Context: an optimization exercise on an open-source flow, tuned for small area, a short achievable clock period and few clock cycles per item. The choices shown serve that exercise and are no tape-out recipe. The RTL was checked by simulation tests, not by an equivalence proof against the original design. Power and IR drop assume default switching activity.

// b62_codec
module b62_codec (
    input  wire        clk,
    input  wire        rst,
    input  wire        tt_we,
    input  wire [5:0]  tt_addr,
    input  wire [7:0]  tt_data,
    input  wire        enc_start,
    input  wire [15:0] enc_len,
    output wire        enc_idle,
    input  wire        enc_in_valid,
    input  wire [7:0]  enc_in_data,
    output wire        enc_in_ready,
    output wire        enc_out_valid,
    output wire [7:0]  enc_out_sym,
    output wire        enc_out_last,
    input  wire        enc_out_ready,
    input  wire        dec_start,
    input  wire [15:0] dec_len,
    output wire        dec_idle,
    input  wire        dec_in_valid,
    input  wire [7:0]  dec_in_sym,
    output wire        dec_in_ready,
    output wire        dec_out_valid,
    output wire [7:0]  dec_out_data,
    input  wire        dec_out_ready,
    output wire        dec_done,
    output wire        dec_err,
    output wire [15:0] dec_err_idx,
    output wire [15:0] dec_olen
);
For scale: roughly 3100 cells after synthesis, roughly 130 I/O pins, ~34000 sq um of cells after synthesis.
export LEC_CHECK = 0
export CAP_MARGIN = 20
export CORE_MARGIN = 2
export CORE_UTILIZATION = 40
export CTS_CLUSTER_DIAMETER = 70
export CTS_CLUSTER_SIZE = 30
export SETUP_SLACK_MARGIN = 5
export SLEW_MARGIN = 20
create_clock -name core_clock -period 9.0 [get_ports {clk}]
standard.sh (not shown) runs the stock make flow with config.mk's settings and CLKGATE_MAP_FILE= SYNTH_SCRIPT=/design/flow/synth_recipe.tcl, a recipe that flattens the netlist after the stock synthesis.
==> flow/flow/run.sh <==
#!/bin/bash
set -euo pipefail
bash standard.sh SETUP_SLACK_MARGIN=6.0 \
    "BUFFER_PORTS_ARGS=-buffer_cell sky130_fd_sc_hd__buf_2" finish > make.log 2>&1
The baseline completed without violations.
Testbench counts at the start, summed over its fixed seeds: cycles 14,069, items 9,181.
==> next run, changes <==
--- a/flow/flow/run.sh
+++ b/flow/flow/run.sh
@@ -3 +3 @@
-bash standard.sh SETUP_SLACK_MARGIN=6.0 \
+bash standard.sh SETUP_SLACK_MARGIN=6.2 \
--- a/flow/config.mk
+++ b/flow/config.mk
@@ -10 +10 @@
-export CORE_UTILIZATION = 40
+export CORE_UTILIZATION = 55
Result:
- The new run finished clean
- final cell count falls by 4.9%
- total power came out higher by 5.2%
- wire length rose by 6.5%
- first-iteration DRC count came out higher by 26%
- core utilization rises by 20 points
- die area went down by 27%
- count of clock-buffer cells in the layout decreases by 2
- synthesized cell count is unchanged
- non-clock buffer count came out higher by 124
- sequential power hardly moves

========
Setup of the previous run:
b62_codec, a different RTL version from the one above (not shown whole).
Size in the first run: ~3,500 cells after synthesis.
export LEC_CHECK = 0
export CAP_MARGIN = 20
export CORE_MARGIN = 2
export CORE_UTILIZATION = 40
export SETUP_SLACK_MARGIN = 5
export SLEW_MARGIN = 20
create_clock -name core_clock -period 9.0 [get_ports {clk}]
==> flow/flow/run.sh <==
#!/bin/bash
set -euo pipefail
bash standard.sh SETUP_SLACK_MARGIN=5.7 \
    "BUFFER_PORTS_ARGS=-buffer_cell sky130_fd_sc_hd__buf_2" finish > make.log 2>&1
The previous run | stages: all done | timing, DRC, antenna: all pass
Testbench counts of the previous run, summed over its fixed seeds: cycles 14,069, items 9,181.
Modified inputs, the current run compared to the previous run
==> flow/flow/run.sh <==
#!/bin/bash
set -euo pipefail
bash standard.sh SETUP_SLACK_MARGIN=6.2 \
    "BUFFER_PORTS_ARGS=-buffer_cell sky130_fd_sc_hd__buf_2" finish > make.log 2>&1
--- outcome ---
When the final numbers for the previous run and the current run were put side by side, the proportion of cell area spent on the clock network turned out to be smaller in the current run. For the current run, the termination of the worst setup path was u_enc.d5, unlike the previous run, where it was u_dec.xr[1]. Higher post-cts repair resize count was reported by the current run, not the previous run. From the previous run to the current run the numbers moved as follows: storage element area shows an increase of about 0.66%, final clock period utilization by the worst path now smaller. Maximum fanout along the worst path, the previous run and the current run, lower one = the current run. The current run ended up with a lower share of total power in the clock network than the previous run did.

========
b62_codec with an RTL version that a note above also has.
Size in the first run: roughly 660 flip-flops, about 130 I/O pins.
export LEC_CHECK = 0
export CAP_MARGIN = 20
export CORE_MARGIN = 2
export CORE_UTILIZATION = 40
export CTS_CLUSTER_DIAMETER = 70
export CTS_CLUSTER_SIZE = 30
export SETUP_SLACK_MARGIN = 5
export SLEW_MARGIN = 20
export TNS_END_PERCENT = 20
create_clock -name core_clock -period 9.0 [get_ports {clk}]
==> flow/flow/run.sh <==
#!/bin/bash
set -euo pipefail
bash standard.sh SETUP_SLACK_MARGIN=6.0 \
    "BUFFER_PORTS_ARGS=-buffer_cell sky130_fd_sc_hd__buf_2" finish > make.log 2>&1
Testbench counts at the start, summed over its fixed seeds: cycles 14,069, items 9,181.
Change:
==> flow/flow/run.sh (replaced) <==
#!/bin/bash
set -euo pipefail
bash standard.sh SETUP_SLACK_MARGIN=6.2 \
    "BUFFER_PORTS_ARGS=-buffer_cell sky130_fd_sc_hd__buf_2" finish > make.log 2>&1
CTS_CLUSTER_DIAMETER = unset   (was 70)
CTS_CLUSTER_SIZE = unset   (was 30)
TNS_END_PERCENT = unset   (was 20)
Effect: The new run went through all stages and came out clean. Register-to-register slack gains 0.24 ns. Critical path depth stays the same. Via count grows by 4.0%. Worst hold slack improves by 0.0062 ns. Final cell count is higher by 3.0%. Synthesized cell count does not change. Global-route usage rises by 0.91 points. Synthesized area stays the same. Setup slack improves by 0.12 ns.

[afterwards: timing with drivers on the ports]
No port has a modelled driver above. Below, the same layouts with a new extraction and two added sets of constraints. Step 1, drivers: a clkbuf_16 drives clk and a buf_2 each remaining input, both assumed. Step 2, shift: input delay + t, output delay - t, t = (earliest + latest rising clock arrival at the registers) / 2. This alone moves slack from input paths to output paths. a / b / c = ideal / step 1 / step 2; a / b = the first two.
| run | t, ns | setup slack, ns | clock arrival spread, ns |
|---|---|---|---|
| the first run of note 1 | 0.663 | 5.843 / 5.838 / 5.175 | 0.026 / 0.026 |
| the second run of note 1 | 0.677 | 5.892 / 5.938 / 5.261 | 0.028 / 0.028 |
| the previous run | 0.711 | 5.443 / 5.443 / 4.946 | 0.031 / 0.030 |
| the current run | 0.698 | 5.924 / 5.928 / 5.253 | 0.019 / 0.020 |
| the first run of note 3 | 0.672 | 5.773 / 5.778 / 5.106 | 0.048 / 0.048 |
| the second run of note 3 | 0.689 | 5.891 / 5.842 / 5.154 | 0.034 / 0.035 |
After both steps every run listed still meets setup and hold. For the second run of note 3, which loses most, drivers alone change the setup slack by -0.049 ns; drivers and shift together by -0.737 ns.
